From an optimization exercise on the open Yosys and OpenROAD flow, aimed at small area, a short achievable clock period and few clock cycles per item; shortcuts taken in it are not production practice.
In this exercise RTL edits were held to simulation tests only and were not proved equivalent to the original.
Power and IR drop assume default switching activity.

==> run C <==
## fft_peak16
module fft_peak16 (
    input  wire        clk,
    input  wire        rst,
    input  wire        in_valid,
    output wire        in_ready,
    input  wire [15:0] in_re,
    input  wire [15:0] in_im,
    input  wire [15:0] in_si,
    output reg         out_valid,
    output wire [8:0]  out_bin,
    output wire [15:0] out_mag,
    output wire [15:0] out_freq
);
Settings: LEC_CHECK=0, ABC_AREA=1, CAP_MARGIN=20, CORE_MARGIN=2, CORE_UTILIZATION=45, CTS_BUF_LIST=sky130_fd_sc_hd__clkbuf_8, PLACE_DENSITY=0.65, SLEW_MARGIN=20; clock period 70.0 ns.
standard.sh (not shown) runs the stock make flow with config.mk's settings and CLKGATE_MAP_FILE= SYNTH_SCRIPT=/design/flow/synth_recipe.tcl, a recipe that flattens the netlist after the stock synthesis.
==> flow/flow/run.sh <==
#!/bin/bash
# The standard layout flow (standard.sh: standard synthesis, floorplan,
# placement, CTS, routing), except for two settings:
# - the buffers put on the input and output ports are sky130_fd_sc_hd__buf_1
#   instead of the delay buffer the placer picks by default;
# - clock tree synthesis uses clkbuf_16 at the root and clkbuf_8 elsewhere,
#   and adds no dummy loads (they only pad the lightly loaded leaf buffers).
# The make output goes to standard.log; each ORFS step keeps its own log
# under orfs/logs/.
set -euo pipefail
bash standard.sh BUFFER_PORTS_ARGS="-buffer_cell sky130_fd_sc_hd__buf_1" \
    "CTS_ARGS=-sink_clustering_enable -repair_clock_nets -root_buf sky130_fd_sc_hd__clkbuf_16 -buf_list sky130_fd_sc_hd__clkbuf_8 -dont_use_dummy_load" \
    finish > standard.log 2>&1
==> inputs of run A, as changes to run C <==
--- a/flow/design.v
+++ b/flow/design.v
@@ -111,61 +111,73 @@
     wire t107 = f[8] ^ t72 ^ t106;
     wire t108 = (f[8] & t72) | (t106 & (f[8] ^ t72));
     wire t109 = 1'b1 ^ f[9] ^ t108;
     wire t110 = (1'b1 & f[9]) | (t108 & (1'b1 ^ f[9]));
     assign p = {t110, t109, t107, t105, t103, t101, t99, t97, t95, t93, t91, t89, t87, t85, t83, t81, t79, t77, t75, t73, 1'b0, f[0]};
 endmodule
 module pk_sq (
     input  wire [14:0] x,
-    output reg  [15:0] y,
+    output reg  [14:0] y,
     output reg         rup,
     output wire        nan
 );
+    function automatic [7:0] pk_add8(input [7:0] a, input [7:0] b, input ci);
+        integer i;
+        reg c;
+        begin
+            c = ci;
+            for (i = 0; i < 8; i = i + 1) begin
+                pk_add8[i] = a[i] ^ b[i] ^ c;
+                c = (a[i] & b[i]) | (c & (a[i] ^ b[i]));
+            end
+        end
+    endfunction
     wire [4:0]  e = x[14:10];
     wire [10:0] m = {1'b1, x[9:0]};
     wire [21:0] p;
     pk_sq_core u_core (.f(x[9:0]), .p(p));
     wire        hi = p[21];
     wire        e_max = (e == 5'h1F);
     assign nan = e_max && (x[9:0] != 10'd0);
+    wire [5:0]  be0 = pk_add8({2'd0, e, hi}, 8'd49, 1'b0);   
     reg  [10:0] kept;
     reg         g, st;
-    reg  [15:0] base;
+    reg  [14:0] base;
     always @(*) begin
         case (e)
             5'd1:    begin kept = 11'd0;               g = 1'b0;  st = 1'b1;          end
             5'd2:    begin kept = 11'd0;               g = p[21]; st = 1'b1;          end
             5'd3:    begin kept = {9'd0, p[21:20]};    g = p[19]; st = 1'b1;          end
             5'd4:    begin kept = {7'd0, p[21:18]};    g = p[17]; st = |m[8:0];       end
             5'd5:    begin kept = {5'd0, p[21:16]};    g = p[15]; st = |m[7:0];       end
             5'd6:    begin kept = {3'd0, p[21:14]};    g = p[13]; st = |m[6:0];       end
             5'd7:    begin kept = {1'd0, p[21:12]};    g = p[11]; st = |m[5:0];       end
             default: begin
                 kept = hi ? p[21:11] : p[20:10];
                 g    = hi ? p[10] : p[9];
                 st   = |m[4:0];
             end
         endcase
-        base = (e[4] | e[3]) ? {e, hi, kept[9:0]} : {6'd0, kept[9:0]};
+        base = (e[4] | e[3]) ? {be0[4:0], kept[9:0]} : {5'd0, kept[9:0]};
         rup = g & (st | kept[0]);
         y   = base;
         if (e == 5'd0) begin
-            y   = 16'd0;
+            y   = 15'd0;
             rup = 1'b0;
         end else if (e[4] && (e[3] || e[2:0] == 3'd7)) begin   
-            y   = {6'd46, 10'd0};
+            y   = 15'h7C00;
             rup = 1'b0;
         end
     end
 endmodule
 module pk_add (
-    input  wire [15:0] xb,
+    input  wire [14:0] xb,
     input  wire        xr,
-    input  wire [15:0] zb,
+    input  wire [14:0] zb,
     input  wire        zr,
     output reg  [14:0] base,
     output reg         rup,
     output reg         inf,
     output reg  [14:0] y
 );
     function automatic [7:0] pk_add8(input [7:0] a, input [7:0] b, input ci);
         integer i;
@@ -175,31 +187,31 @@
             for (i = 0; i < 8; i = i + 1) begin
                 pk_add8[i] = a[i] ^ b[i] ^ c;
                 c = (a[i] & b[i]) | (c & (a[i] ^ b[i]));
             end
         end
     endfunction
     reg  [10:0] mx, mz;
     reg  [11:0] mz1;
-    reg  [5:0]  ex, ez, d;
+    reg  [4:0]  ex, ez, d;
     reg  [7:0]  f;
     reg  [13:0] zs;
     reg         jam;
     reg  [14:0] s;
     reg  [10:0] kept;
     reg         g, st, c, c14, cy, bw;
     integer i;
     always @(*) begin
-        mx = {(xb[15:14] != 2'd0), xb[9:0]};
-        mz = {(zb[15:14] != 2'd0), zb[9:0]};
-        ex = {xb[15], xb[14] | (xb[15:14] == 2'd0), xb[13:10]};
-        ez = {zb[15], zb[14] | (zb[15:14] == 2'd0), zb[13:10]};
+        mx = {(xb[14:10] != 5'd0), xb[9:0]};
+        mz = {(zb[14:10] != 5'd0), zb[9:0]};
+        ex = {xb[14:11], xb[10] | (xb[14:10] == 5'd0)};
+        ez = {zb[14:11], zb[10] | (zb[14:10] == 5'd0)};
         bw = 1'b0;
-        for (i = 0; i < 6; i = i + 1) begin
+        for (i = 0; i < 5; i = i + 1) begin
             d[i] = ex[i] ^ ez[i] ^ bw;
             bw   = (~ex[i] & ez[i]) | (~(ex[i] ^ ez[i]) & bw);
         end
         cy = zr;
         for (i = 0; i < 11; i = i + 1) begin
             mz1[i] = mz[i] ^ cy;
             cy     = mz[i] & cy;
         end
@@ -220,20 +232,20 @@
         end
         s[14] = cy;
         c14  = s[14];
         c    = s[13];
         kept = c ? s[13:3] : s[12:2];
         kept[10] = kept[10] | c14;
         g    = c ? s[2] : s[1];
         st   = c ? (s[1] | s[0]) : s[0];
-        f    = pk_add8({2'd0, ex}, {6'b111100, c | c14, ~c}, 1'b0);
+        f    = pk_add8({3'd0, ex}, {6'd0, c14, c}, 1'b0);
         base = {kept[10] ? f[4:0] : 5'd0, kept[9:0]};
         rup  = g & (st | kept[0]);
-        inf  = (xb[15:10] == 6'd46) || (kept[10] && (f[5] || f[4:0] == 5'h1F));
+        inf  = (xb[14:10] == 5'h1F) || (kept[10] && (f[5] || f[4:0] == 5'h1F));
         cy = rup;
         for (i = 0; i < 15; i = i + 1) begin
             y[i] = inf ? (i >= 10) : base[i] ^ cy;
             cy   = base[i] & cy;
         end
     end
 endmodule
 module pk_div (
@@ -318,46 +330,16 @@
         else if (n_zero || es_ovf)
             res = {s, 15'd0};
         else if (si_zero || (!be[7] && (be[6:5] != 2'd0 || be[4:0] == 5'h1F)))   
             res = {s, 15'h7C00};
         else
             res = {s, enc};
     end
 endmodule
-module pk_order (
-    input  wire [14:0] a,
-    input  wire [14:0] b,
-    output wire [14:0] x,
-    output wire [14:0] z
-);
-    function automatic ge425(input [9:0] f);
-        integer i;
-        reg g;
-        reg [9:0] k;
-        begin
-            k = 10'd424;
-            g = 1'b0;
-            for (i = 0; i < 10; i = i + 1)
-                g = (f[i] & ~k[i]) | ((f[i] | ~k[i]) & g);
-            ge425 = g;
-        end
-    endfunction
-    wire [5:0] ka = {a[14:10], ge425(a[9:0])};
-    wire [5:0] kb = {b[14:10], ge425(b[9:0])};
-    reg        g;
-    integer    i;
-    always @(*) begin
-        g = 1'b0;
-        for (i = 0; i < 6; i = i + 1)
-            g = (kb[i] & ~ka[i]) | ((kb[i] | ~ka[i]) & g);
-    end
-    assign x = g ? b : a;
-    assign z = g ? a : b;
-endmodule
 module fft_peak16 (
     input  wire        clk,
     input  wire        rst,
     input  wire        in_valid,
     output wire        in_ready,
     input  wire [15:0] in_re,
     input  wire [15:0] in_im,
     input  wire [15:0] in_si,
@@ -386,57 +368,57 @@
                 c = a[i] & c;
             end
         end
     endfunction
     reg        rdy;
     reg  [8:0] cnt;
     reg        busy;
     reg        s1_v, s2_v, s2_nan;
-    reg [14:0] s1_re, s1_im;
-    reg [15:0] s2_x, s2_z;
+    reg [14:0] s1_re, s1_im, s2_x, s2_z;
     reg        s2_xr, s2_zr;
-    reg [15:0] freq;       
-    reg        done;       
+    reg [15:0] si;
     reg  [8:0] best;
     reg [14:0] bestv;
     assign in_ready = rdy;
     wire at511 = s1_v ? (s2_v ? cnt == 9'd509 : cnt == 9'd510)
                       : (s2_v ? cnt == 9'd510 : cnt == 9'd511);
     always @(posedge clk) begin
         s1_re <= in_re[14:0];
         s1_im <= in_im[14:0];
+        if (rdy && at511) si <= in_si;
         if (rst) begin
             rdy       <= 1'b1;
             s1_v      <= 1'b0;
             s2_v      <= 1'b0;
         end else begin
             s1_v <= in_valid && rdy;
             s2_v <= s1_v;
             if (in_valid && rdy && at511)
                 rdy <= 1'b0;
             else if (busy && cnt == 9'd10)
                 rdy <= 1'b1;
         end
     end
-    wire [14:0] xin, zin;
-    pk_order u_order (.a(s1_re), .b(s1_im), .x(xin), .z(zin));
-    wire [15:0] x2, z2;
+    wire        swap = pk_gt15(s1_im, s1_re, 1'b0);
+    wire [14:0] xin = swap ? s1_im : s1_re;
+    wire [14:0] zin = swap ? s1_re : s1_im;
+    wire [14:0] x2, z2;
     wire        x2r, z2r, x_nan, z_nan;
     pk_sq u_x2 (.x(xin), .y(x2), .rup(x2r), .nan(x_nan));
     pk_sq u_z2 (.x(zin), .y(z2), .rup(z2r), .nan(z_nan));
     wire        fin  = busy && cnt[3:2] == 2'b11;   
     wire        dv   = busy && !fin;
     wire        load = busy && cnt[3:0] == 4'd0;
     wire [10:0] r_n;
     wire        qb, hit, special;
     wire [15:0] res;
     always @(posedge clk) begin
-        s2_x   <= dv ? {4'd0, load ? qb : s2_x[11], r_n} : x2;
-        s2_z   <= dv ? {load ? 15'd0 : s2_z[14:0], qb} : z2;
+        s2_x   <= dv ? {3'd0, load ? qb : s2_x[11], r_n} : x2;
+        s2_z   <= dv ? {load ? 14'd0 : s2_z[13:0], qb} : z2;
         s2_xr  <= x2r;
         s2_zr  <= z2r;
         s2_nan <= x_nan || z_nan;
     end
     wire [14:0] base, mag;
     wire        rup, inf;
     pk_add u_mag (.xb(s2_x), .xr(s2_xr), .zb(s2_z), .zr(s2_zr),
                   .base(base), .rup(rup), .inf(inf), .y(mag));
@@ -460,25 +442,18 @@
             if (s2_v && cnt == 9'd511)
                 busy <= 1'b1;
             else if (fin)
                 busy <= 1'b0;
         end
     end
     pk_div u_div (
         .load(load), .r(s2_x[10:0]), .q(s2_z[11:0]), .q0(s2_x[11]),
-        .n_int(best), .si(freq), .r_n(r_n), .qb(qb), .hit(hit), .special(special),
+        .n_int(best), .si(si), .r_n(r_n), .qb(qb), .hit(hit), .special(special),
         .res(res)
     );
-    always @(posedge clk) begin
-        if (rdy && at511)
-            freq <= in_si;
-        else if (busy && !load && !done && (hit || (fin && special)))
-            freq <= res;
-        if (load)
-            done <= 1'b0;
-        else if (busy && (hit || fin))
-            done <= 1'b1;
-    end
+    reg [15:0] freq;
+    always @(posedge clk)
+        if (busy && (hit || (fin && special))) freq <= res;
     assign out_freq = freq;
     assign out_bin = best;
     assign out_mag = {1'b0, bestv};
 endmodule
==> flow/flow/run.sh (replaced) <==
#!/bin/bash
# The standard layout flow (standard.sh: standard synthesis, floorplan,
# placement, CTS, routing), except that the buffers put on the input and
# output ports are sky130_fd_sc_hd__buf_1 instead of the delay buffer the
# placer picks by default. The make output goes to standard.log; each ORFS
# step keeps its own log under orfs/logs/.
set -euo pipefail
bash standard.sh BUFFER_PORTS_ARGS="-buffer_cell sky130_fd_sc_hd__buf_1" finish > standard.log 2>&1
Settings changed: CTS_BUF_LIST sky130_fd_sc_hd__clkbuf_8 to default.
==> comparison table <==
item                                                                        run A            run C
Total clock sinks                                                             133              120
Least-Margin Pin Slew                                                      946 ps           937 ps
Number of global-route vias before repair                                   10800            10500
Hold Path End                                                     s1_v$_SDFF_PP0_  s2_z[6]$_DFF_P_
Die Footprint                                                           29900 um2        28800 um2
Final worst path period share                                               21.5%            21.5%
Drt total wl                                                             32100 um         31300 um
Power Combinational                                                      0.385 mW         0.325 mW
Outcome                                                  timing/DRC/antenna clean  timing/DRC/antenna clean
Met3 routed wirelength                                                    1830 um          1360 um
Sequential share of power                                                   18.8%            20.5%
Max-Slew Margin vs Limit                                                    37.0%            37.3%
Seq/total area                                                              22.9%            21.2%
Met1 Resource Use GR                                                        31.6%            31.2%
Met3 track utilization from global routing                                  3.41%            2.47%
Final setup slack of the worst path                                      54940 ps         54940 ps
Post-Route Skew                                                           15.0 ps          49.1 ps
Last weighted congestion value of the routability-driven placer             0.926            0.954
Area used by sequential logic in the layout                              3230 um2         2810 um2
Multi-input combinational cell area                                      8220 um2         8140 um2
Total of clock buffers placed in the layout                                    23               17
Startpoint of the tightest hold check path                       rdy$_SDFFE_PP1P_  s2_z[5]$_DFF_P_
Total number of yosys warnings                                                  4                5
Non-clock buffering overhead                                                2.66%            2.89%
Vias/cell                                                                    5.16             5.25
Reported clock group power                                              0.0915 mW        0.0480 mW
Testbench counts of run C, summed over its fixed seeds: cycles 33,624, items 64.
Testbench counts of run A, summed over its fixed seeds: cycles 33,624, items 64.

## static timing again, ports no longer ideal
No port has a modelled driver above. Below, the same layouts with a new extraction and two added sets of constraints. Step 1 sets driving cells, clkbuf_16 on the clock port and buf_2 on the other inputs (assumed; they add their load-dependent delay and slew). Step 2 times the ports against the registers' clock, not the clock port: input delays grow and output delays shrink by t, the midpoint of the rising clock arrivals with the driver on. Slacks: ideal / step 1 / step 2; pairs: ideal / step 1.
run | shift t [ns] | setup WS [ns] | worst hold slack (ns)
run C | 0.408 | 54.940 / 54.889 / 55.234 | 0.452 / 0.452 / 0.452
run A | 0.484 | 54.939 / 54.888 / 55.187 | 0.462 / 0.462 / 0.462
After both steps every run listed still meets setup and hold.
